This design comes from an exercise in tuning for small area, a short achievable clock period and few clock cycles per item on the open sky130 flow, not from production work. Function was checked by simulation only, so behaviour that the tests miss may differ from the original. No activity file was given, so power comes from the tool's default toggle rates.

`design/flow/run.sh`:
```
#!/bin/bash
# synth_recipe.tcl (not shown) runs the flow's synth.tcl, then flattens the netlist and writes it again
# the make line also repeats each setting of config.mk as NAME=value (left out here)
make -C /OpenROAD-flow-scripts/flow DESIGN_CONFIG=/design/flow/config.mk WORK_HOME=/design/flow/orfs CLKGATE_MAP_FILE= SYNTH_SCRIPT=/design/flow/synth_recipe.tcl finish
```
`design/flow/config.mk`:
```
export PLATFORM = sky130hd
export DESIGN_NAME = inav_decoder
export DESIGN_NICKNAME = inav_decoder
export VERILOG_FILES = /design/flow/design.v
export SDC_FILE = /design/flow/constraint.sdc
export NUM_CORES = 4
export LEC_CHECK = 0
export CAP_MARGIN = 20
export CORE_MARGIN = 2
export CORE_UTILIZATION = 40
export PLACE_DENSITY = 0.6
export SETUP_SLACK_MARGIN = 5
export SLEW_MARGIN = 20
export TNS_END_PERCENT = 100
```
`design/flow/constraint.sdc`:
```
create_clock -name core_clock -period 8.0 [get_ports {clk}]
set_input_delay 1.6000 -clock core_clock [delete_from_list [all_inputs] [get_ports {clk}]]
set_output_delay 1.6000 -clock core_clock [all_outputs]
set_load 0.01 [all_outputs]
```
`design/flow/design.v`:
```
module inav_decoder (
    input  wire         clk,
    input  wire         rst,         
    input  wire         cmd_valid,
    output wire         cmd_ready,
    input  wire [124:0] cmd,
    output reg          rsp_valid,
    output wire [485:0] rsp
);
    localparam [2:0] ST_OK         = 3'd0;
    localparam [2:0] ST_FRAMING    = 3'd1;
    localparam [2:0] ST_CRC        = 3'd2;
    localparam [2:0] ST_UNKNOWN_WT = 3'd3;
    localparam [2:0] ST_EVEN_BUF   = 3'd4;
    localparam [2:0] ST_RESYNC     = 3'd5;
    localparam [2:0] ST_ILLEGAL    = 3'd7;
    reg          rdy;
    reg          asm_odd;       
    reg  [117:6] evb;           
    reg          v1;            
    reg  [3:0]   op1;
    reg  [2:0]   st1;           
    reg          pair1;         
    reg          ev1;           
    reg  [23:0]  syn;
    reg  [15:0]  pd;            
    assign cmd_ready = rdy;
    wire       accept    = cmd_valid & rdy;
    wire [3:0] op        = cmd[124:121];
    wire       odd       = cmd[120];
    wire       marker_ok = (cmd[119] == odd);
    wire       submit    = (op == 4'h0);
    wire       ev_load   = accept & submit & marker_ok & ~odd;
    wire [7:0]  lo = cmd[13:6] & {8{~odd}};
    wire [23:0] syn_in;
    wire rx_0 = cmd[60] ^ cmd[92];
    wire rx_1 = cmd[61] ^ cmd[93];
    wire rx_2 = cmd[62] ^ cmd[94];
    wire rx_3 = cmd[83] ^ cmd[114];
    wire rx_4 = cmd[63] ^ cmd[95];
    wire rx_5 = cmd[64] ^ cmd[96];
    wire rx_6 = cmd[70] ^ cmd[97];
    wire rx_7 = cmd[71] ^ cmd[98];
    wire rx_8 = cmd[84] ^ cmd[115];
    wire rx_9 = cmd[85] ^ cmd[116];
    wire rx_10 = cmd[86] ^ cmd[110];
    wire rx_11 = cmd[32] ^ cmd[72];
    wire rx_12 = cmd[57] ^ cmd[89];
    wire rx_13 = cmd[58] ^ cmd[90];
    wire rx_14 = cmd[59] ^ cmd[91];
    wire rx_15 = cmd[65] ^ cmd[67];
    wire rx_16 = cmd[87] ^ cmd[108];
    wire rx_17 = cmd[88] ^ cmd[109];
    wire rx_18 = cmd[30] ^ cmd[107];
    wire rx_19 = cmd[35] ^ cmd[40];
    wire rx_20 = cmd[36] ^ cmd[41];
    wire rx_21 = cmd[37] ^ cmd[42];
    wire rx_22 = cmd[38] ^ cmd[43];
    wire rx_23 = cmd[66] ^ cmd[69];
    wire rx_24 = cmd[80] ^ cmd[111];
    wire rx_25 = cmd[81] ^ cmd[112];
    wire rx_26 = cmd[82] ^ cmd[113];
    wire rx_27 = cmd[34] ^ rx_3;
    wire rx_28 = cmd[105] ^ rx_1;
    wire rx_29 = cmd[39] ^ cmd[68];
    wire rx_30 = cmd[46] ^ cmd[101];
    wire rx_31 = cmd[52] ^ cmd[76];
    wire rx_32 = cmd[106] ^ rx_2;
    wire rx_33 = cmd[31] ^ cmd[47];
    wire rx_34 = cmd[44] ^ cmd[119];
    wire rx_35 = cmd[48] ^ cmd[49];
    wire rx_36 = cmd[51] ^ cmd[75];
    wire rx_37 = cmd[74] ^ cmd[118];
    wire rx_38 = cmd[99] ^ cmd[117];
    wire rx_39 = cmd[54] ^ rx_0;
    wire rx_40 = cmd[55] ^ rx_16;
    wire rx_41 = cmd[56] ^ rx_17;
    wire rx_42 = cmd[77] ^ rx_5;
    wire rx_43 = cmd[78] ^ rx_8;
    wire rx_44 = cmd[79] ^ rx_9;
    wire rx_45 = cmd[103] ^ rx_4;
    wire rx_46 = rx_6 ^ rx_10;
    wire rx_47 = cmd[45] ^ cmd[100];
    wire rx_48 = cmd[73] ^ cmd[102];
    wire rx_49 = cmd[53] ^ rx_11;
    wire rx_50 = cmd[104] ^ rx_13;
    wire rx_51 = rx_7 ^ rx_12;
    wire rx_52 = rx_19 ^ rx_23;
    wire rx_53 = rx_27 ^ rx_29;
    wire rx_54 = cmd[33] ^ rx_26;
    wire rx_55 = cmd[50] ^ rx_30;
    wire rx_56 = rx_14 ^ rx_15;
    wire rx_57 = rx_20 ^ rx_25;
    wire rx_58 = rx_21 ^ rx_32;
    wire rx_59 = rx_28 ^ rx_31;
    wire rx_60 = rx_39 ^ rx_46;
    wire rx_61 = cmd[42] ^ rx_22;
    wire rx_62 = cmd[79] ^ rx_24;
    wire rx_63 = cmd[105] ^ rx_35;
    wire rx_64 = rx_0 ^ rx_33;
    wire rx_65 = rx_34 ^ rx_36;
    wire rx_66 = rx_18 ^ rx_49;
    wire rx_67 = rx_37 ^ rx_40;
    wire rx_68 = rx_38 ^ rx_45;
    wire rx_69 = rx_42 ^ rx_52;
    wire rx_70 = rx_43 ^ rx_56;
    wire rx_71 = cmd[41] ^ cmd[102];
    wire rx_72 = cmd[66] ^ cmd[78];
    wire rx_73 = cmd[70] ^ cmd[90];
    wire rx_74 = cmd[71] ^ cmd[91];
    wire rx_75 = cmd[77] ^ cmd[101];
    wire rx_76 = cmd[86] ^ cmd[98];
    wire rx_77 = cmd[49] ^ rx_14;
    wire rx_78 = cmd[97] ^ rx_13;
    wire rx_79 = cmd[100] ^ rx_24;
    wire rx_80 = cmd[104] ^ rx_2;
    wire rx_81 = cmd[106] ^ rx_8;
    wire rx_82 = cmd[116] ^ rx_22;
    wire rx_83 = cmd[118] ^ rx_4;
    wire rx_84 = rx_6 ^ rx_47;
    wire rx_85 = rx_7 ^ rx_48;
    wire rx_86 = cmd[30] ^ rx_55;
    wire rx_87 = cmd[40] ^ rx_57;
    wire rx_88 = cmd[52] ^ rx_41;
    wire rx_89 = cmd[68] ^ rx_44;
    wire rx_90 = cmd[107] ^ rx_41;
    wire rx_91 = cmd[113] ^ rx_65;
    wire rx_92 = cmd[117] ^ rx_51;
    wire rx_93 = rx_11 ^ rx_45;
    wire rx_94 = rx_25 ^ rx_27;
    wire rx_95 = rx_28 ^ rx_34;
    wire rx_96 = cmd[43] ^ rx_53;
    wire rx_97 = cmd[115] ^ rx_58;
    wire rx_98 = cmd[119] ^ rx_59;
    wire rx_99 = rx_63 ^ rx_86;
    wire rx_100 = cmd[31] ^ cmd[53];
    wire rx_101 = cmd[32] ^ cmd[48];
    wire rx_102 = cmd[33] ^ cmd[46];
    wire rx_103 = cmd[35] ^ cmd[114];
    wire rx_104 = cmd[36] ^ cmd[67];
    wire rx_105 = cmd[37] ^ cmd[45];
    wire rx_106 = cmd[38] ^ cmd[99];
    wire rx_107 = cmd[39] ^ cmd[69];
    wire rx_108 = cmd[47] ^ cmd[54];
    wire rx_109 = cmd[51] ^ cmd[60];
    wire rx_110 = cmd[55] ^ cmd[87];
    wire rx_111 = cmd[56] ^ cmd[88];
    wire rx_112 = cmd[61] ^ cmd[76];
    wire rx_113 = cmd[62] ^ cmd[85];
    wire rx_114 = cmd[69] ^ cmd[96];
    wire rx_115 = cmd[72] ^ cmd[75];
    wire rx_116 = cmd[72] ^ cmd[102];
    wire rx_117 = cmd[89] ^ cmd[112];
    wire rx_118 = cmd[31] ^ rx_15;
    wire rx_119 = cmd[48] ^ rx_19;
    wire rx_120 = cmd[51] ^ rx_48;
    wire rx_121 = cmd[65] ^ rx_73;
    wire rx_122 = cmd[68] ^ rx_30;
    wire rx_123 = cmd[73] ^ rx_26;
    wire rx_124 = cmd[74] ^ rx_23;
    wire rx_125 = cmd[82] ^ rx_102;
    wire rx_126 = cmd[84] ^ rx_112;
    wire rx_127 = cmd[93] ^ rx_12;
    wire rx_128 = cmd[95] ^ rx_7;
    wire rx_129 = cmd[103] ^ rx_2;
    wire rx_130 = cmd[108] ^ rx_108;
    wire rx_131 = cmd[109] ^ rx_21;
    wire rx_132 = cmd[110] ^ rx_35;
    wire rx_133 = cmd[111] ^ rx_1;
    wire rx_134 = cmd[114] ^ rx_5;
    wire rx_135 = rx_0 ^ rx_20;
    wire rx_136 = rx_1 ^ rx_22;
    wire rx_137 = rx_3 ^ rx_9;
    wire rx_138 = rx_9 ^ rx_14;
    wire rx_139 = rx_10 ^ rx_18;
    wire rx_140 = rx_15 ^ rx_36;
    wire rx_141 = rx_16 ^ rx_21;
    wire rx_142 = rx_18 ^ rx_74;
    wire rx_143 = rx_33 ^ rx_76;
    wire rx_144 = rx_38 ^ rx_115;
    wire rx_145 = cmd[50] ^ rx_32;
    wire rx_146 = cmd[94] ^ rx_50;
    wire rx_147 = cmd[99] ^ rx_80;
    wire rx_148 = cmd[100] ^ rx_61;
    wire rx_149 = cmd[104] ^ rx_85;
    wire rx_150 = cmd[111] ^ rx_51;
    wire rx_151 = rx_12 ^ rx_81;
    wire rx_152 = rx_17 ^ rx_43;
    wire rx_153 = rx_20 ^ rx_134;
    wire rx_154 = rx_31 ^ rx_46;
    wire rx_155 = rx_37 ^ rx_82;
    wire rx_156 = rx_40 ^ rx_119;
    wire rx_157 = rx_44 ^ rx_49;
    wire rx_158 = rx_50 ^ rx_130;
    wire rx_159 = rx_54 ^ rx_72;
    wire rx_160 = rx_54 ^ rx_103;
    wire rx_161 = rx_62 ^ rx_142;
    wire rx_162 = rx_77 ^ rx_100;
    wire rx_163 = rx_110 ^ rx_135;
    wire rx_164 = cmd[34] ^ rx_92;
    wire rx_165 = cmd[80] ^ rx_66;
    wire rx_166 = cmd[101] ^ rx_67;
    wire rx_167 = rx_3 ^ rx_67;
    wire rx_168 = rx_50 ^ rx_70;
    wire rx_169 = rx_53 ^ rx_60;
    wire rx_170 = rx_60 ^ rx_70;
    wire rx_171 = rx_64 ^ rx_91;
    wire rx_172 = rx_66 ^ rx_105;
    wire rx_173 = rx_68 ^ rx_87;
    wire rx_174 = rx_69 ^ rx_79;
    wire rx_175 = rx_78 ^ rx_95;
    wire rx_176 = rx_83 ^ rx_151;
    wire rx_177 = rx_57 ^ rx_98;
    wire rx_178 = rx_123 ^ rx_173;
    wire rx_179 = cmd[32] ^ cmd[33];
    wire rx_180 = cmd[44] ^ cmd[53];
    wire rx_181 = cmd[87] ^ lo[0];
    wire rx_182 = rx_38 ^ rx_179;
    wire rx_183 = rx_180 ^ rx_52;
    wire rx_184 = rx_64 ^ rx_120;
    wire rx_185 = rx_181 ^ rx_182;
    wire rx_186 = rx_94 ^ rx_154;
    wire rx_187 = rx_183 ^ rx_184;
    wire rx_188 = rx_185 ^ rx_99;
    wire rx_189 = rx_176 ^ rx_186;
    wire rx_190 = rx_187 ^ rx_188;
    wire rx_191 = rx_189 ^ rx_190;
    wire rx_192 = cmd[67] ^ cmd[76];
    wire rx_193 = cmd[88] ^ lo[1];
    wire rx_194 = rx_30 ^ rx_47;
    wire rx_195 = rx_192 ^ rx_39;
    wire rx_196 = rx_42 ^ rx_124;
    wire rx_197 = rx_137 ^ rx_139;
    wire rx_198 = rx_193 ^ rx_194;
    wire rx_199 = rx_150 ^ rx_195;
    wire rx_200 = rx_196 ^ rx_197;
    wire rx_201 = rx_198 ^ rx_175;
    wire rx_202 = rx_199 ^ rx_200;
    wire rx_203 = rx_178 ^ rx_201;
    wire rx_204 = rx_202 ^ rx_203;
    wire rx_205 = lo[2] ^ rx_26;
    wire rx_206 = rx_71 ^ rx_117;
    wire rx_207 = rx_42 ^ rx_84;
    wire rx_208 = rx_122 ^ rx_133;
    wire rx_209 = rx_143 ^ rx_144;
    wire rx_210 = rx_205 ^ rx_206;
    wire rx_211 = rx_58 ^ rx_207;
    wire rx_212 = rx_208 ^ rx_209;
    wire rx_213 = rx_210 ^ rx_167;
    wire rx_214 = rx_168 ^ rx_211;
    wire rx_215 = rx_212 ^ rx_213;
    wire rx_216 = rx_214 ^ rx_215;
    wire rx_217 = cmd[33] ^ cmd[78];
    wire rx_218 = cmd[81] ^ cmd[103];
    wire rx_219 = lo[3] ^ rx_19;
    wire rx_220 = rx_217 ^ rx_218;
    wire rx_221 = rx_121 ^ rx_139;
    wire rx_222 = rx_219 ^ rx_220;
    wire rx_223 = rx_88 ^ rx_89;
    wire rx_224 = rx_91 ^ rx_145;
    wire rx_225 = rx_148 ^ rx_162;
    wire rx_226 = rx_221 ^ rx_222;
    wire rx_227 = rx_164 ^ rx_223;
    wire rx_228 = rx_224 ^ rx_225;
    wire rx_229 = rx_226 ^ rx_227;
    wire rx_230 = rx_228 ^ rx_229;
    wire rx_231 = cmd[39] ^ cmd[43];
    wire rx_232 = cmd[45] ^ cmd[72];
    wire rx_233 = cmd[83] ^ lo[4];
    wire rx_234 = rx_6 ^ rx_48;
    wire rx_235 = rx_231 ^ rx_232;
    wire rx_236 = rx_63 ^ rx_81;
    wire rx_237 = rx_125 ^ rx_233;
    wire rx_238 = rx_234 ^ rx_235;
    wire rx_239 = rx_87 ^ rx_158;
    wire rx_240 = rx_161 ^ rx_236;
    wire rx_241 = rx_237 ^ rx_238;
    wire rx_242 = rx_239 ^ rx_240;
    wire rx_243 = rx_241 ^ rx_242;
    wire rx_244 = cmd[115] ^ lo[5];
    wire rx_245 = rx_23 ^ rx_71;
    wire rx_246 = rx_109 ^ rx_51;
    wire rx_247 = rx_131 ^ rx_138;
    wire rx_248 = rx_244 ^ rx_245;
    wire rx_249 = rx_68 ^ rx_154;
    wire rx_250 = rx_160 ^ rx_246;
    wire rx_251 = rx_247 ^ rx_248;
    wire rx_252 = rx_165 ^ rx_166;
    wire rx_253 = rx_249 ^ rx_250;
    wire rx_254 = rx_251 ^ rx_252;
    wire rx_255 = rx_253 ^ rx_254;
    wire rx_256 = cmd[97] ^ cmd[106];
    wire rx_257 = cmd[112] ^ cmd[116];
    wire rx_258 = lo[6] ^ rx_104;
    wire rx_259 = rx_256 ^ rx_257;
    wire rx_260 = rx_41 ^ rx_65;
    wire rx_261 = rx_126 ^ rx_258;
    wire rx_262 = rx_259 ^ rx_69;
    wire rx_263 = rx_93 ^ rx_148;
    wire rx_264 = rx_150 ^ rx_158;
    wire rx_265 = rx_260 ^ rx_261;
    wire rx_266 = rx_99 ^ rx_262;
    wire rx_267 = rx_263 ^ rx_264;
    wire rx_268 = rx_265 ^ rx_266;
    wire rx_269 = rx_267 ^ rx_268;
    wire rx_270 = cmd[46] ^ cmd[81];
    wire rx_271 = cmd[109] ^ cmd[113];
    wire rx_272 = lo[7] ^ rx_76;
    wire rx_273 = rx_113 ^ rx_270;
    wire rx_274 = rx_271 ^ rx_83;
    wire rx_275 = rx_272 ^ rx_273;
    wire rx_276 = rx_69 ^ rx_163;
    wire rx_277 = rx_274 ^ rx_275;
    wire rx_278 = rx_96 ^ rx_168;
    wire rx_279 = rx_172 ^ rx_276;
    wire rx_280 = rx_277 ^ rx_278;
    wire rx_281 = rx_279 ^ rx_280;
    wire rx_282 = cmd[14] ^ cmd[63];
    wire rx_283 = cmd[73] ^ rx_33;
    wire rx_284 = rx_106 ^ rx_111;
    wire rx_285 = rx_282 ^ rx_52;
    wire rx_286 = rx_125 ^ rx_141;
    wire rx_287 = rx_283 ^ rx_284;
    wire rx_288 = rx_89 ^ rx_95;
    wire rx_289 = rx_153 ^ rx_285;
    wire rx_290 = rx_286 ^ rx_287;
    wire rx_291 = rx_170 ^ rx_288;
    wire rx_292 = rx_289 ^ rx_290;
    wire rx_293 = rx_291 ^ rx_292;
    wire rx_294 = cmd[15] ^ cmd[47];
    wire rx_295 = cmd[64] ^ cmd[83];
    wire rx_296 = cmd[86] ^ rx_15;
    wire rx_297 = rx_17 ^ rx_24;
    wire rx_298 = rx_29 ^ rx_101;
    wire rx_299 = rx_294 ^ rx_295;
    wire rx_300 = rx_44 ^ rx_84;
    wire rx_301 = rx_124 ^ rx_136;
    wire rx_302 = rx_296 ^ rx_297;
    wire rx_303 = rx_298 ^ rx_299;
    wire rx_304 = rx_163 ^ rx_300;
    wire rx_305 = rx_301 ^ rx_302;
    wire rx_306 = rx_303 ^ rx_97;
    wire rx_307 = rx_164 ^ rx_304;
    wire rx_308 = rx_305 ^ rx_306;
    wire rx_309 = rx_307 ^ rx_308;
    wire rx_310 = cmd[16] ^ cmd[50];
    wire rx_311 = cmd[57] ^ rx_111;
    wire rx_312 = rx_310 ^ rx_64;
    wire rx_313 = rx_78 ^ rx_82;
    wire rx_314 = rx_85 ^ rx_140;
    wire rx_315 = rx_311 ^ rx_53;
    wire rx_316 = rx_59 ^ rx_312;
    wire rx_317 = rx_313 ^ rx_314;
    wire rx_318 = rx_97 ^ rx_165;
    wire rx_319 = rx_315 ^ rx_316;
    wire rx_320 = rx_317 ^ rx_318;
    wire rx_321 = rx_319 ^ rx_320;
    wire rx_322 = cmd[17] ^ cmd[47];
    wire rx_323 = cmd[58] ^ cmd[77];
    wire rx_324 = cmd[98] ^ cmd[112];
    wire rx_325 = rx_16 ^ rx_18;
    wire rx_326 = rx_116 ^ rx_322;
    wire rx_327 = rx_323 ^ rx_324;
    wire rx_328 = rx_28 ^ rx_55;
    wire rx_329 = rx_77 ^ rx_129;
    wire rx_330 = rx_325 ^ rx_326;
    wire rx_331 = rx_327 ^ rx_155;
    wire rx_332 = rx_328 ^ rx_329;
    wire rx_333 = rx_330 ^ rx_169;
    wire rx_334 = rx_331 ^ rx_332;
    wire rx_335 = rx_333 ^ rx_334;
    wire rx_336 = cmd[18] ^ cmd[59];
    wire rx_337 = rx_107 ^ rx_336;
    wire rx_338 = rx_133 ^ rx_337;
    wire rx_339 = rx_68 ^ rx_145;
    wire rx_340 = rx_149 ^ rx_152;
    wire rx_341 = rx_156 ^ rx_338;
    wire rx_342 = rx_171 ^ rx_339;
    wire rx_343 = rx_340 ^ rx_341;
    wire rx_344 = rx_342 ^ rx_343;
    wire rx_345 = cmd[19] ^ cmd[40];
    wire rx_346 = cmd[70] ^ rx_37;
    wire rx_347 = rx_47 ^ rx_109;
    wire rx_348 = rx_117 ^ rx_345;
    wire rx_349 = rx_44 ^ rx_132;
    wire rx_350 = rx_346 ^ rx_347;
    wire rx_351 = rx_348 ^ rx_59;
    wire rx_352 = rx_90 ^ rx_93;
    wire rx_353 = rx_147 ^ rx_153;
    wire rx_354 = rx_349 ^ rx_350;
    wire rx_355 = rx_351 ^ rx_352;
    wire rx_356 = rx_353 ^ rx_354;
    wire rx_357 = rx_355 ^ rx_356;
    wire rx_358 = cmd[20] ^ cmd[30];
    wire rx_359 = cmd[71] ^ cmd[118];
    wire rx_360 = rx_71 ^ rx_101;
    wire rx_361 = rx_358 ^ rx_359;
    wire rx_362 = rx_121 ^ rx_126;
    wire rx_363 = rx_141 ^ rx_360;
    wire rx_364 = rx_361 ^ rx_94;
    wire rx_365 = rx_147 ^ rx_362;
    wire rx_366 = rx_363 ^ rx_171;
    wire rx_367 = rx_174 ^ rx_364;
    wire rx_368 = rx_365 ^ rx_366;
    wire rx_369 = rx_367 ^ rx_368;
    wire rx_370 = cmd[21] ^ cmd[66];
    wire rx_371 = rx_35 ^ rx_74;
    wire rx_372 = rx_75 ^ rx_113;
    wire rx_373 = rx_370 ^ rx_61;
    wire rx_374 = rx_84 ^ rx_118;
    wire rx_375 = rx_371 ^ rx_372;
    wire rx_376 = rx_93 ^ rx_152;
    wire rx_377 = rx_160 ^ rx_373;
    wire rx_378 = rx_374 ^ rx_375;
    wire rx_379 = rx_376 ^ rx_377;
    wire rx_380 = rx_378 ^ rx_177;
    wire rx_381 = rx_379 ^ rx_380;
    wire rx_382 = cmd[22] ^ cmd[44];
    wire rx_383 = cmd[49] ^ cmd[63];
    wire rx_384 = cmd[89] ^ cmd[92];
    wire rx_385 = rx_10 ^ rx_104;
    wire rx_386 = rx_382 ^ rx_383;
    wire rx_387 = rx_384 ^ rx_42;
    wire rx_388 = rx_55 ^ rx_385;
    wire rx_389 = rx_386 ^ rx_149;
    wire rx_390 = rx_157 ^ rx_159;
    wire rx_391 = rx_387 ^ rx_388;
    wire rx_392 = rx_96 ^ rx_97;
    wire rx_393 = rx_389 ^ rx_390;
    wire rx_394 = rx_391 ^ rx_392;
    wire rx_395 = rx_393 ^ rx_394;
    wire rx_396 = cmd[23] ^ cmd[64];
    wire rx_397 = cmd[103] ^ cmd[106];
    wire rx_398 = rx_25 ^ rx_31;
    wire rx_399 = rx_72 ^ rx_73;
    wire rx_400 = rx_396 ^ rx_397;
    wire rx_401 = rx_39 ^ rx_62;
    wire rx_402 = rx_118 ^ rx_122;
    wire rx_403 = rx_127 ^ rx_132;
    wire rx_404 = rx_398 ^ rx_399;
    wire rx_405 = rx_400 ^ rx_155;
    wire rx_406 = rx_401 ^ rx_402;
    wire rx_407 = rx_403 ^ rx_404;
    wire rx_408 = rx_172 ^ rx_405;
    wire rx_409 = rx_406 ^ rx_407;
    wire rx_410 = rx_408 ^ rx_409;
    wire rx_411 = cmd[24] ^ rx_26;
    wire rx_412 = rx_75 ^ rx_106;
    wire rx_413 = rx_140 ^ rx_411;
    wire rx_414 = rx_412 ^ rx_146;
    wire rx_415 = rx_156 ^ rx_161;
    wire rx_416 = rx_413 ^ rx_98;
    wire rx_417 = rx_169 ^ rx_176;
    wire rx_418 = rx_414 ^ rx_415;
    wire rx_419 = rx_416 ^ rx_417;
    wire rx_420 = rx_418 ^ rx_419;
    wire rx_421 = cmd[25] ^ cmd[92];
    wire rx_422 = rx_13 ^ rx_29;
    wire rx_423 = rx_116 ^ rx_421;
    wire rx_424 = rx_32 ^ rx_40;
    wire rx_425 = rx_43 ^ rx_128;
    wire rx_426 = rx_137 ^ rx_422;
    wire rx_427 = rx_423 ^ rx_90;
    wire rx_428 = rx_162 ^ rx_424;
    wire rx_429 = rx_425 ^ rx_426;
    wire rx_430 = rx_174 ^ rx_427;
    wire rx_431 = rx_428 ^ rx_429;
    wire rx_432 = rx_177 ^ rx_430;
    wire rx_433 = rx_431 ^ rx_432;
    wire rx_434 = cmd[26] ^ cmd[50];
    wire rx_435 = cmd[108] ^ rx_75;
    wire rx_436 = rx_114 ^ rx_434;
    wire rx_437 = rx_127 ^ rx_435;
    wire rx_438 = rx_436 ^ rx_58;
    wire rx_439 = rx_90 ^ rx_157;
    wire rx_440 = rx_437 ^ rx_170;
    wire rx_441 = rx_438 ^ rx_439;
    wire rx_442 = rx_178 ^ rx_440;
    wire rx_443 = rx_441 ^ rx_442;
    wire rx_444 = cmd[27] ^ cmd[41];
    wire rx_445 = cmd[107] ^ rx_4;
    wire rx_446 = rx_5 ^ rx_444;
    wire rx_447 = rx_79 ^ rx_120;
    wire rx_448 = rx_131 ^ rx_136;
    wire rx_449 = rx_445 ^ rx_446;
    wire rx_450 = rx_60 ^ rx_89;
    wire rx_451 = rx_92 ^ rx_146;
    wire rx_452 = rx_159 ^ rx_447;
    wire rx_453 = rx_448 ^ rx_449;
    wire rx_454 = rx_167 ^ rx_450;
    wire rx_455 = rx_451 ^ rx_452;
    wire rx_456 = rx_453 ^ rx_454;
    wire rx_457 = rx_455 ^ rx_456;
    wire rx_458 = cmd[28] ^ rx_5;
    wire rx_459 = rx_8 ^ rx_10;
    wire rx_460 = rx_107 ^ rx_56;
    wire rx_461 = rx_61 ^ rx_62;
    wire rx_462 = rx_128 ^ rx_129;
    wire rx_463 = rx_144 ^ rx_458;
    wire rx_464 = rx_459 ^ rx_88;
    wire rx_465 = rx_94 ^ rx_460;
    wire rx_466 = rx_461 ^ rx_462;
    wire rx_467 = rx_463 ^ rx_166;
    wire rx_468 = rx_175 ^ rx_464;
    wire rx_469 = rx_465 ^ rx_466;
    wire rx_470 = rx_467 ^ rx_468;
    wire rx_471 = rx_469 ^ rx_470;
    wire rx_472 = cmd[29] ^ cmd[65];
    wire rx_473 = cmd[117] ^ cmd[119];
    wire rx_474 = rx_11 ^ rx_24;
    wire rx_475 = rx_36 ^ rx_47;
    wire rx_476 = rx_114 ^ rx_472;
    wire rx_477 = rx_473 ^ rx_54;
    wire rx_478 = rx_80 ^ rx_138;
    wire rx_479 = rx_143 ^ rx_474;
    wire rx_480 = rx_475 ^ rx_476;
    wire rx_481 = rx_88 ^ rx_477;
    wire rx_482 = rx_478 ^ rx_479;
    wire rx_483 = rx_480 ^ rx_96;
    wire rx_484 = rx_99 ^ rx_481;
    wire rx_485 = rx_482 ^ rx_483;
    wire rx_486 = rx_484 ^ rx_485;
    assign syn_in[0] = rx_191;
    assign syn_in[1] = rx_204;
    assign syn_in[2] = rx_216;
    assign syn_in[3] = rx_230;
    assign syn_in[4] = rx_243;
    assign syn_in[5] = rx_255;
    assign syn_in[6] = rx_269;
    assign syn_in[7] = rx_281;
    assign syn_in[8] = rx_293;
    assign syn_in[9] = rx_309;
    assign syn_in[10] = rx_321;
    assign syn_in[11] = rx_335;
    assign syn_in[12] = rx_344;
    assign syn_in[13] = rx_357;
    assign syn_in[14] = rx_369;
    assign syn_in[15] = rx_381;
    assign syn_in[16] = rx_395;
    assign syn_in[17] = rx_410;
    assign syn_in[18] = rx_420;
    assign syn_in[19] = rx_433;
    assign syn_in[20] = rx_443;
    assign syn_in[21] = rx_457;
    assign syn_in[22] = rx_471;
    assign syn_in[23] = rx_486;
    reg [2:0] st_in;
    always @(*) begin
        case (op)
            4'h0:    st_in = !marker_ok ? ST_FRAMING :
                             !odd ? (asm_odd ? ST_RESYNC : ST_EVEN_BUF) :
                             ST_FRAMING;
            4'h1, 4'h4, 4'h5, 4'h6, 4'h7, 4'h8, 4'h9, 4'hA, 4'hB:
                     st_in = ST_OK;
            default: st_in = ST_ILLEGAL;
        endcase
    end
    always @(posedge clk) begin
        rdy   <= ~rst;
        v1    <= accept & ~rst;
        op1   <= op;
        st1   <= st_in;
        pair1 <= submit & marker_ok & odd & asm_odd;
        ev1   <= submit & marker_ok & ~odd;
        syn   <= syn_in;
        pd    <= cmd[117:102];
        if (ev_load)
            evb <= cmd[117:6];
        if (rst || (accept && op == 4'h1))
            asm_odd <= 1'b0;
        else if (accept && submit && marker_ok)
            asm_odd <= ~odd;
    end
    reg  [23:0]  evsyn;         
    wire [23:0]  syn_x;
    wire tx_0 = syn[0] ^ syn[1];
    wire tx_1 = syn[2] ^ syn[3];
    wire tx_2 = syn[21] ^ syn[23];
    wire tx_3 = syn[11] ^ syn[22];
    wire tx_4 = syn[8] ^ syn[10];
    wire tx_5 = syn[9] ^ syn[12];
    wire tx_6 = syn[18] ^ tx_0;
    wire tx_7 = syn[20] ^ tx_1;
    wire tx_8 = syn[6] ^ tx_2;
    wire tx_9 = syn[7] ^ syn[15];
    wire tx_10 = syn[14] ^ syn[16];
    wire tx_11 = syn[4] ^ syn[19];
    wire tx_12 = syn[5] ^ tx_4;
    wire tx_13 = syn[17] ^ tx_5;
    wire tx_14 = tx_3 ^ tx_7;
    wire tx_15 = syn[13] ^ tx_6;
    wire tx_16 = syn[13] ^ tx_8;
    wire tx_17 = syn[0] ^ syn[4];
    wire tx_18 = syn[1] ^ syn[19];
    wire tx_19 = syn[2] ^ tx_9;
    wire tx_20 = syn[7] ^ tx_1;
    wire tx_21 = syn[14] ^ tx_11;
    wire tx_22 = tx_0 ^ tx_10;
    wire tx_23 = syn[15] ^ tx_8;
    wire tx_24 = tx_2 ^ tx_13;
    wire tx_25 = tx_3 ^ tx_6;
    wire tx_26 = syn[17] ^ tx_14;
    wire tx_27 = tx_12 ^ tx_15;
    wire tx_28 = syn[3] ^ syn[6];
    wire tx_29 = syn[4] ^ syn[8];
    wire tx_30 = syn[5] ^ syn[10];
    wire tx_31 = syn[6] ^ syn[22];
    wire tx_32 = syn[8] ^ syn[13];
    wire tx_33 = syn[10] ^ syn[11];
    wire tx_34 = syn[17] ^ syn[23];
    wire tx_35 = syn[12] ^ tx_9;
    wire tx_36 = tx_4 ^ tx_10;
    wire tx_37 = tx_9 ^ tx_32;
    wire tx_38 = syn[7] ^ tx_22;
    wire tx_39 = syn[16] ^ tx_20;
    wire tx_40 = syn[21] ^ tx_21;
    wire tx_41 = tx_13 ^ tx_29;
    wire tx_42 = syn[12] ^ tx_16;
    wire tx_43 = tx_5 ^ tx_14;
    wire tx_44 = tx_11 ^ tx_25;
    wire tx_45 = tx_26 ^ tx_37;
    wire tx_46 = tx_27 ^ tx_34;
    wire tx_47 = syn[8] ^ syn[16];
    wire tx_48 = tx_17 ^ tx_47;
    wire tx_49 = tx_48 ^ tx_42;
    wire tx_50 = syn[5] ^ syn[22];
    wire tx_51 = tx_50 ^ tx_8;
    wire tx_52 = tx_38 ^ tx_41;
    wire tx_53 = tx_51 ^ tx_52;
    wire tx_54 = syn[9] ^ tx_31;
    wire tx_55 = tx_19 ^ tx_54;
    wire tx_56 = tx_55 ^ tx_46;
    wire tx_57 = tx_5 ^ tx_33;
    wire tx_58 = tx_20 ^ tx_57;
    wire tx_59 = tx_15 ^ tx_40;
    wire tx_60 = tx_58 ^ tx_59;
    wire tx_61 = tx_10 ^ tx_18;
    wire tx_62 = tx_30 ^ tx_61;
    wire tx_63 = tx_14 ^ tx_23;
    wire tx_64 = tx_62 ^ tx_63;
    wire tx_65 = syn[0] ^ tx_45;
    wire tx_66 = syn[9] ^ syn[14];
    wire tx_67 = tx_28 ^ tx_66;
    wire tx_68 = tx_67 ^ tx_15;
    wire tx_69 = tx_18 ^ tx_19;
    wire tx_70 = tx_36 ^ tx_69;
    wire tx_71 = tx_42 ^ tx_70;
    wire tx_72 = syn[9] ^ tx_10;
    wire tx_73 = tx_72 ^ tx_45;
    wire tx_74 = syn[3] ^ syn[15];
    wire tx_75 = syn[18] ^ tx_17;
    wire tx_76 = tx_74 ^ tx_36;
    wire tx_77 = tx_75 ^ tx_24;
    wire tx_78 = tx_76 ^ tx_77;
    wire tx_79 = syn[19] ^ tx_12;
    wire tx_80 = tx_13 ^ tx_23;
    wire tx_81 = tx_25 ^ tx_79;
    wire tx_82 = tx_80 ^ tx_81;
    wire tx_83 = syn[2] ^ syn[7];
    wire tx_84 = syn[9] ^ syn[20];
    wire tx_85 = syn[21] ^ tx_4;
    wire tx_86 = tx_83 ^ tx_84;
    wire tx_87 = tx_85 ^ tx_86;
    wire tx_88 = tx_87 ^ tx_44;
    wire tx_89 = tx_2 ^ tx_18;
    wire tx_90 = tx_12 ^ tx_89;
    wire tx_91 = tx_90 ^ tx_43;
    wire tx_92 = syn[10] ^ tx_17;
    wire tx_93 = tx_92 ^ tx_16;
    wire tx_94 = tx_43 ^ tx_93;
    wire tx_95 = tx_3 ^ tx_28;
    wire tx_96 = tx_12 ^ tx_95;
    wire tx_97 = tx_38 ^ tx_96;
    wire tx_98 = syn[6] ^ syn[11];
    wire tx_99 = syn[23] ^ tx_0;
    wire tx_100 = tx_98 ^ tx_19;
    wire tx_101 = tx_99 ^ tx_41;
    wire tx_102 = tx_100 ^ tx_101;
    wire tx_103 = tx_5 ^ tx_39;
    wire tx_104 = tx_27 ^ tx_103;
    wire tx_105 = syn[19] ^ tx_1;
    wire tx_106 = tx_33 ^ tx_22;
    wire tx_107 = tx_105 ^ tx_24;
    wire tx_108 = tx_106 ^ tx_107;
    wire tx_109 = syn[16] ^ tx_4;
    wire tx_110 = tx_6 ^ tx_109;
    wire tx_111 = tx_23 ^ tx_110;
    wire tx_112 = tx_26 ^ tx_111;
    wire tx_113 = tx_24 ^ tx_39;
    wire tx_114 = tx_44 ^ tx_113;
    wire tx_115 = syn[12] ^ syn[22];
    wire tx_116 = tx_11 ^ tx_115;
    wire tx_117 = tx_7 ^ tx_116;
    wire tx_118 = tx_117 ^ tx_46;
    wire tx_119 = syn[1] ^ syn[5];
    wire tx_120 = syn[9] ^ syn[11];
    wire tx_121 = syn[18] ^ tx_119;
    wire tx_122 = tx_120 ^ tx_7;
    wire tx_123 = tx_21 ^ tx_121;
    wire tx_124 = tx_16 ^ tx_122;
    wire tx_125 = tx_123 ^ tx_124;
    wire tx_126 = tx_30 ^ tx_31;
    wire tx_127 = tx_7 ^ tx_35;
    wire tx_128 = tx_126 ^ tx_40;
    wire tx_129 = tx_127 ^ tx_128;
    wire tx_130 = syn[3] ^ syn[5];
    wire tx_131 = syn[20] ^ tx_3;
    wire tx_132 = tx_130 ^ tx_35;
    wire tx_133 = tx_131 ^ tx_132;
    assign syn_x[0] = tx_49;
    assign syn_x[1] = tx_53;
    assign syn_x[2] = tx_56;
    assign syn_x[3] = tx_60;
    assign syn_x[4] = tx_64;
    assign syn_x[5] = tx_65;
    assign syn_x[6] = tx_68;
    assign syn_x[7] = tx_71;
    assign syn_x[8] = tx_73;
    assign syn_x[9] = tx_78;
    assign syn_x[10] = tx_82;
    assign syn_x[11] = tx_88;
    assign syn_x[12] = tx_91;
    assign syn_x[13] = tx_94;
    assign syn_x[14] = tx_97;
    assign syn_x[15] = tx_102;
    assign syn_x[16] = tx_104;
    assign syn_x[17] = tx_108;
    assign syn_x[18] = tx_112;
    assign syn_x[19] = tx_114;
    assign syn_x[20] = tx_118;
    assign syn_x[21] = tx_125;
    assign syn_x[22] = tx_129;
    assign syn_x[23] = tx_133;
    reg  [119:0] w1;
    reg  [119:0] w2;
    reg  [121:0] w3;
    reg  [119:0] w4;
    reg  [98:0]  w5;
    reg  [118:0] w6;
    reg  [115:0] w7;
    reg  [120:0] w8;
    reg  [121:0] w9;
    reg  [121:0] w10;
    reg  [4:1]   eph_rx;
    reg  [10:7]  alm_rx;
    reg          rx5, rx6;      
    reg          new_eph, new_iono, new_utc, new_alm;
    reg  [2:0]   st2;
    reg          flag2;
    reg  [10:1]  sel;           
    wire [121:0] data  = {evb[111:6], pd};    
    wire [5:0]   wt    = evb[117:112];        
    wire         crc_ok = (syn == evsyn);
    wire         wt_ok  = (wt <= 6'd10);
    wire         acc    = v1 & pair1 & crc_ok & wt_ok;
    wire         clr    = rst | (v1 && op1 == 4'h1);
    wire [10:0] wdec;
    genvar gi;
    generate
        for (gi = 0; gi <= 10; gi = gi + 1) begin : g_dec
            assign wdec[gi] = (wt == gi);
        end
    endgenerate
    wire [10:1] we = {10{acc}} & wdec[10:1];
    wire [9:0] iod_d  = data[121:112];
    wire [9:0] iod1_n = wdec[1] ? iod_d : w1[119:110];
    wire [9:0] iod2_n = wdec[2] ? iod_d : w2[119:110];
    wire [9:0] iod3_n = wdec[3] ? iod_d : w3[121:112];
    wire [9:0] iod4_n = wdec[4] ? iod_d : w4[119:110];
    wire [3:0] ioda_d   = data[121:118];
    wire [3:0] ioda7_n  = wdec[7]  ? ioda_d : w7[115:112];
    wire [3:0] ioda8_n  = wdec[8]  ? ioda_d : w8[120:117];
    wire [3:0] ioda9_n  = wdec[9]  ? ioda_d : w9[121:118];
    wire [3:0] ioda10_n = wdec[10] ? ioda_d : w10[121:118];
    wire [4:1]  eph_rx_n = eph_rx | wdec[4:1];
    wire [10:7] alm_rx_n = alm_rx | wdec[10:7];
    wire eph_consistent = (&eph_rx_n) && (iod1_n == iod2_n) &&
                          (iod2_n == iod3_n) && (iod3_n == iod4_n);
    wire slot1_both = alm_rx_n[7] & alm_rx_n[8];
    wire slot2_both = alm_rx_n[8] & alm_rx_n[9];
    wire slot3_both = alm_rx_n[9] & alm_rx_n[10];
    wire slot1_eq   = (ioda7_n == ioda8_n);
    wire slot2_eq   = (ioda8_n == ioda9_n);
    wire slot3_eq   = (ioda9_n == ioda10_n);
    wire slot1_ok   = slot1_both &  slot1_eq;
    wire slot2_ok   = slot2_both &  slot2_eq;
    wire slot3_ok   = slot3_both &  slot3_eq;
    wire slot1_bad  = slot1_both & ~slot1_eq;
    wire slot2_bad  = slot2_both & ~slot2_eq;
    wire slot3_bad  = slot3_both & ~slot3_eq;
    wire alm_any_ok  = (wdec[7] & slot1_ok) | (wdec[8] & (slot1_ok | slot2_ok)) |
                       (wdec[9] & (slot2_ok | slot3_ok)) | (wdec[10] & slot3_ok);
    wire alm_any_bad = (wdec[7] & slot1_bad) | (wdec[8] & (slot1_bad | slot2_bad)) |
                       (wdec[9] & (slot2_bad | slot3_bad)) | (wdec[10] & slot3_bad);
    wire is_eph = wdec[1] | wdec[2] | wdec[3] | wdec[4];
    wire is_alm = wdec[7] | wdec[8] | wdec[9] | wdec[10];
    reg new_sel;
    always @(*) begin
        case (op1[1:0])
            2'd0:    new_sel = new_eph;
            2'd1:    new_sel = new_iono;
            2'd2:    new_sel = new_utc;
            default: new_sel = new_alm;
        endcase
    end
    wire hasnew = (op1[3:2] == 2'b01);
    wire get    = (op1[3:2] == 2'b10);
    always @(posedge clk) begin
        if (v1 && ev1)
            evsyn <= syn_x;
        if (we[1])  w1  <= data[121:2];
        if (we[2])  w2  <= data[121:2];
        if (we[3])  w3  <= data[121:0];
        if (we[4])  w4  <= data[121:2];
        if (we[5])  w5  <= data[121:23];
        if (we[6])  w6  <= data[121:3];
        if (we[7])  w7  <= data[121:6];
        if (we[8])  w8  <= data[121:1];
        if (we[9])  w9  <= data[121:0];
        if (we[10]) w10 <= data[121:0];
        if (clr) begin
            eph_rx   <= 4'd0;
            alm_rx   <= 4'd0;
            rx5      <= 1'b0;
            rx6      <= 1'b0;
            new_eph  <= 1'b0;
            new_iono <= 1'b0;
            new_utc  <= 1'b0;
            new_alm  <= 1'b0;
        end else if (v1) begin
            if (acc && is_eph) begin
                eph_rx  <= eph_rx_n;
                new_eph <= eph_consistent;
            end
            if (acc && wdec[5]) begin
                rx5      <= 1'b1;
                new_iono <= 1'b1;
            end
            if (acc && wdec[6]) begin
                rx6     <= 1'b1;
                new_utc <= 1'b1;
            end
            if (acc && is_alm) begin
                alm_rx <= alm_rx_n;
                if (alm_any_ok)
                    new_alm <= 1'b1;
                else if (alm_any_bad)
                    new_alm <= 1'b0;
            end
            if (hasnew) begin
                case (op1[1:0])
                    2'd0: new_eph  <= 1'b0;
                    2'd1: new_iono <= 1'b0;
                    2'd2: new_utc  <= 1'b0;
                    default: new_alm <= 1'b0;
                endcase
            end
        end
        rsp_valid <= v1 & ~rst;
        st2       <= !pair1 ? st1 : !crc_ok ? ST_CRC : !wt_ok ? ST_UNKNOWN_WT : ST_OK;
        flag2     <= hasnew & new_sel;
        sel[1]    <= get & (op1[1:0] == 2'd0) & eph_rx[1];
        sel[2]    <= get & (op1[1:0] == 2'd0) & eph_rx[2];
        sel[3]    <= get & (op1[1:0] == 2'd0) & eph_rx[3];
        sel[4]    <= get & (op1[1:0] == 2'd0) & eph_rx[4];
        sel[5]    <= get & (op1[1:0] == 2'd1) & rx5;
        sel[6]    <= get & (op1[1:0] == 2'd2) & rx6;
        sel[7]    <= get & (op1[1:0] == 2'd3) & alm_rx[7];
        sel[8]    <= get & (op1[1:0] == 2'd3) & alm_rx[8];
        sel[9]    <= get & (op1[1:0] == 2'd3) & alm_rx[9];
        sel[10]   <= get & (op1[1:0] == 2'd3) & alm_rx[10];
    end
    wire [481:0] rec_eph  = {w1 & {120{sel[1]}}, w2 & {120{sel[2]}},
                             w3 & {122{sel[3]}}, w4 & {120{sel[4]}}};
    wire [98:0]  rec_iono = w5 & {99{sel[5]}};
    wire [118:0] rec_utc  = w6 & {119{sel[6]}};
    wire [480:0] rec_alm  = {w7 & {116{sel[7]}}, w8 & {121{sel[8]}},
                             w9 & {122{sel[9]}}, w10 & {122{sel[10]}}};
    assign rsp = {st2, flag2,
                  rec_eph | {383'd0, rec_iono} | {363'd0, rec_utc} | {1'b0, rec_alm}};
endmodule
```
==> results.py <==
metrics = {
    "power": {
        "p_clk_share_pct": 34.1,
        "swShare_pct": 28.06,
        "power_frac_comb_pct": 23.6,
        "switching_power_mw": 5.659,
        "p_per_area_mw_per_mm2": 256.6,
        "internal-power_mw": 14.51,
        "ir_drop_mv": 0.3028,
        "p_seq_share_pct": 42.3,
        "leakage_nw": 28.61,
    },
    "floorplan": {
        "dieArea_mm2": 0.1411,
        "fp.dieH_um": 375.6,
        "io_pins": 616,
        "dieWidth_um": 375.6,
        "coreArea_mm2": 0.1373,
        "initial_utilization_pct": 40.22,
        "fp-row-count": 136,
    },
    "cells_and_area": {
        "layout.nets": 4559,
        "num-fill-cells": 10610,
        "drive_gt1_share_pct": 37.90,
        "syn2layout_area_growth_pct": 42.30,
    },
    "worst_setup_path": {
        "reg2regPathDepth": 10,
        "cp.required_ps": 6400,
        "endpoint_kind": "output port",
        "cp.arrival_ps": 2350,
        "critPathLaunchType": "flop",
        "r2r_slack_ps": 5070,
        "worst-path-max-fanout": 7,
        "r2r_end": "w10[75]",
        "reg2reg_from": "evb[112]",
        "worst-setup-path-type": "reg -> out",
    },
    "run": {
        "drv_cap": 0,
    },
    "timing": {
        "setup_slack_ps": 4050,
        "period_needed_ps": 3950,
        "slew_headroom_pct": 22.53,
        "fin_worst_skew_ps": 44.20,
        "post-route-period-util_pct": 49.38,
        "rsz0062_at_grt": "true",
        "final_hold_viol_count": 0,
        "drv_slew": 0,
        "fin_tns_setup_ps": 0,
        "setup_viol": 0,
        "max_freq_ghz": 0.2531,
        "tightest_slew_ps": 1157,
    },
    "synthesis": {
        "synthTopCellsByArea": "edfxtp_1, xnor2_1, a22o_1",
        "yosys.area.top_type_share_pct": 71.60,
        "synth_edf_count": 1317,
        "seq_area_frac_synth_pct": 74.53,
        "syn_area_mm2": 0.05524,
        "synth_cell_types": 59,
        "syn_inst": 3288,
        "synth_warnings": 1,
        "syn_nets": 3417,
        "ys_seq_elements": 1398,
        "synth_ff_type": "edfxtp_1",
        "async_flop_share_pct": 0,
        "syn_area_per_cell_um2": 16.80,
        "synth_area_leader_cell": "edfxtp_1",
    },
    "place": {
        "dp_hpwl_mm": 128.5,
        "io_buffers": 609,
        "dp_slack_ps": 3082,
        "gp_congestion": 0.9192,
    },
    "global_route": {
        "grt-ovfl-total": 0,
        "grt_max_degree": 122,
        "antenna_found_initial": 45,
        "grt_pass1_wl_mm": 310.1,
        "grtUsageTotal_pct": 32.57,
        "grt_pass1_vias": 34820,
    },
    "detailed_routing": {
        "routed_via_density": 5.989,
        "vias": 38060,
        "antenna_left": 0,
        "dr.pass1.iters": 9,
        "wl_mm": 249.1,
        "wl_per_cell_um": 39.20,
        "remaining_drc_errors": 0,
        "drt_iter0_drc": 5796,
    },
    "cts": {
        "cts_buffers": 148,
        "cts_htree_levels": 4,
        "cts_buffer_depth": 3,
        "cts_tree": "done",
        "worstSkewPairLatency_ps": 820,
        "hold_buffers": 0,
        "cts_root_buf": "clkbuf_16",
        "clk_pin_slew_ps": 70,
        "cts_sinks": 1398,
    },
    "status": {
        "status": "timing/DRC/antenna clean",
    },
    "worst_hold_path": {
        "min_path_type": "reg -> reg",
        "min_delay_path_depth": 2,
        "min_to": "sel[6]",
        "hp-start": "rx6",
    },
}
## registers in the layout, summed over array words and instances, names as in the netlist, 99 cells and up
register	count
w5	99
w2	120
w7	116
w6	119
w8	121
w9	122
w3	122
evb	112
w10	122
w4	120
w1	120
## final cells by class
| type | instances | area, um2 | share of cell area, % |
|---|---|---|---|
| multi-input cells | 1673 | 16420 | 20.89 |
| inverters | 35 | 135.1 | 0.1719 |
| clock inverters | 78 | 849.6 | 1.081 |
| clock buffers | 191 | 3938 | 5.010 |
| diodes | 12 | 30.03 | 0.03820 |
| well taps | 1794 | 2245 | 2.856 |
| flip-flops and latches | 1398 | 41230 | 52.45 |
| repair buffers | 1174 | 13750 | 17.50 |
## routing by layer
metal	part of all wire [%]	track usage (%)
met2	46	51.03
met5	0.12	0
met1	39	45.32
met3	10	7.027
met4	4.5	10.50
## timing repair
action / 4_1_cts / 5_1_grt
resized for setup: 2290 / 750
setup endpoints to repair: 1765 / 1290
buffers inserted: 225 / 150
gates cloned: 77 / 45
pin swaps: 176 / 264
## per-stage QoR
stage / total power [mW] / util (%) / cell area, um2 / cells / hold WS, ps
floorplan: 11.82 / - / 55430 / 3288 / 413.8
global placement: 12.80 / 46.35 / 63650 / 5575 / 414.0
detailed placement: 12.78 / 46.37 / 63670 / 5577 / 427.0
CTS: 19.91 / 54.59 / 74970 / 6148 / 437.9
global route: 20.73 / 57.22 / 78580 / 6345 / 467.5
finish: 20.17 / 57.24 / 78600 / 6355 / 439.8
## worst max-delay path, cell delays in order (launching register included)
cell     delay (ps)
dfxtp_4         350
buf_16          160
buf_12          150
buf_8           120
buf_8           130
buf_16          140
buf_6           110
a22o_1          230
buf_6           130
## cell usage in the layout (no fill, tap or decap), types with 88 or more instances in the layout
master,instances
buf_16,108
buf_4,184
xnor2_2,88
clkbuf_16,187
nand2_1,97
buf_2,257
xor2_1,95
xnor2_1,442
buf_12,106
edfxtp_1,1317
a22oi_2,154
buf_6,228
a22o_1,336
## power groups by stage
stage,Combinational [mW],Sequential [mW],Clock [mW]
2_1_floorplan,3.33,8.49,0
3_5_place_dp,4.13,8.66,0
4_1_cts,4.50,8.52,6.89
3_3_place_gp,4.14,8.66,0
5_1_grt,5.01,8.52,7.20
6_report,4.76,8.53,6.88
## worst max path at each step
stage | start | end | slack [ps] | cells after the start
global placement | cmd[62] | syn[16] | 3080 | 9
finish | sel[3] | rsp[191] | 4050 | 8
floorplan | evb[112] | w9[0] | 3080 | 8
CTS | sel[4] | rsp[119] | 3950 | 3
detailed placement | cmd[98] | syn[5] | 3080 | 8
global route | sel[3] | rsp[191] | 4010 | 8
## cells in the mapped netlist, types with 2 or more instances
cell and n:
or4b_1 2, edfxtp_1 1317, nor4_1 8, nand2_1 133
o22ai_1 24, o221a_2 2, xnor2_1 568, a31oi_1 6
buf_4 2, o32ai_1 2, a222oi_1 20, nor2_1 29
nand4_1 12, or2_2 2, xor2_1 124, a211oi_1 2
a22oi_1 211, and2_1 12, buf_2 2, mux2i_1 15
o221ai_1 3, inv_1 35, a21oi_1 18, o21a_1 12
or3_1 2, xnor3_1 4, and3_1 3, dfxtp_1 81
a22o_1 369, a221o_1 2, nand2b_1 6, o21ai_0 17
a221oi_1 4, a211o_1 2, nand3_1 7, buf_1 15
nor2b_1 13, clkbuf_1 163, nor3_1 19
## kinds of logic after synthesis
| kind of cell | share of synthesized area [%] |
|---|---|
| AO/OA/AOI/OAI | 10.28 |
| adder cells (fa/ha/maj) | 0.02265 |
| flip-flops | 74.53 |
| AND/OR/NAND/NOR | 2.220 |
| buffers and inverters | 1.493 |
| XOR/XNOR | 11.14 |
| multiplexers | 0.3126 |
Testbench counts, summed over its fixed seeds: cycles 5,616, items 5,600.

[port drivers added, routing unchanged]
The results above use ideal ports. As a check the final layout listed here was re-extracted and re-timed, cells and wires unchanged. Step 1 (the two cells are an assumption about what drives the block):
set clk [get_ports {clk}]
set_driving_cell -lib_cell sky130_fd_sc_hd__clkbuf_16 $clk
set_driving_cell -lib_cell sky130_fd_sc_hd__buf_2 [delete_from_list [all_inputs] $clk]
Step 2 times the ports against the registers' clock, not the clock port: input delays grow and output delays shrink by t, the midpoint of the rising clock arrivals with the driver on. Slacks: ideal / step 1 / step 2; pairs: ideal / step 1.
shift t [ns]: 0.887
setup slack, ns: 4.050 / 3.963 / 4.013
worst register clock-pin slew, ns: 0.07 / 0.07
After both steps this run still meets setup and hold. For this run, drivers alone change the setup slack by -0.087 ns; drivers and shift together by -0.037 ns.
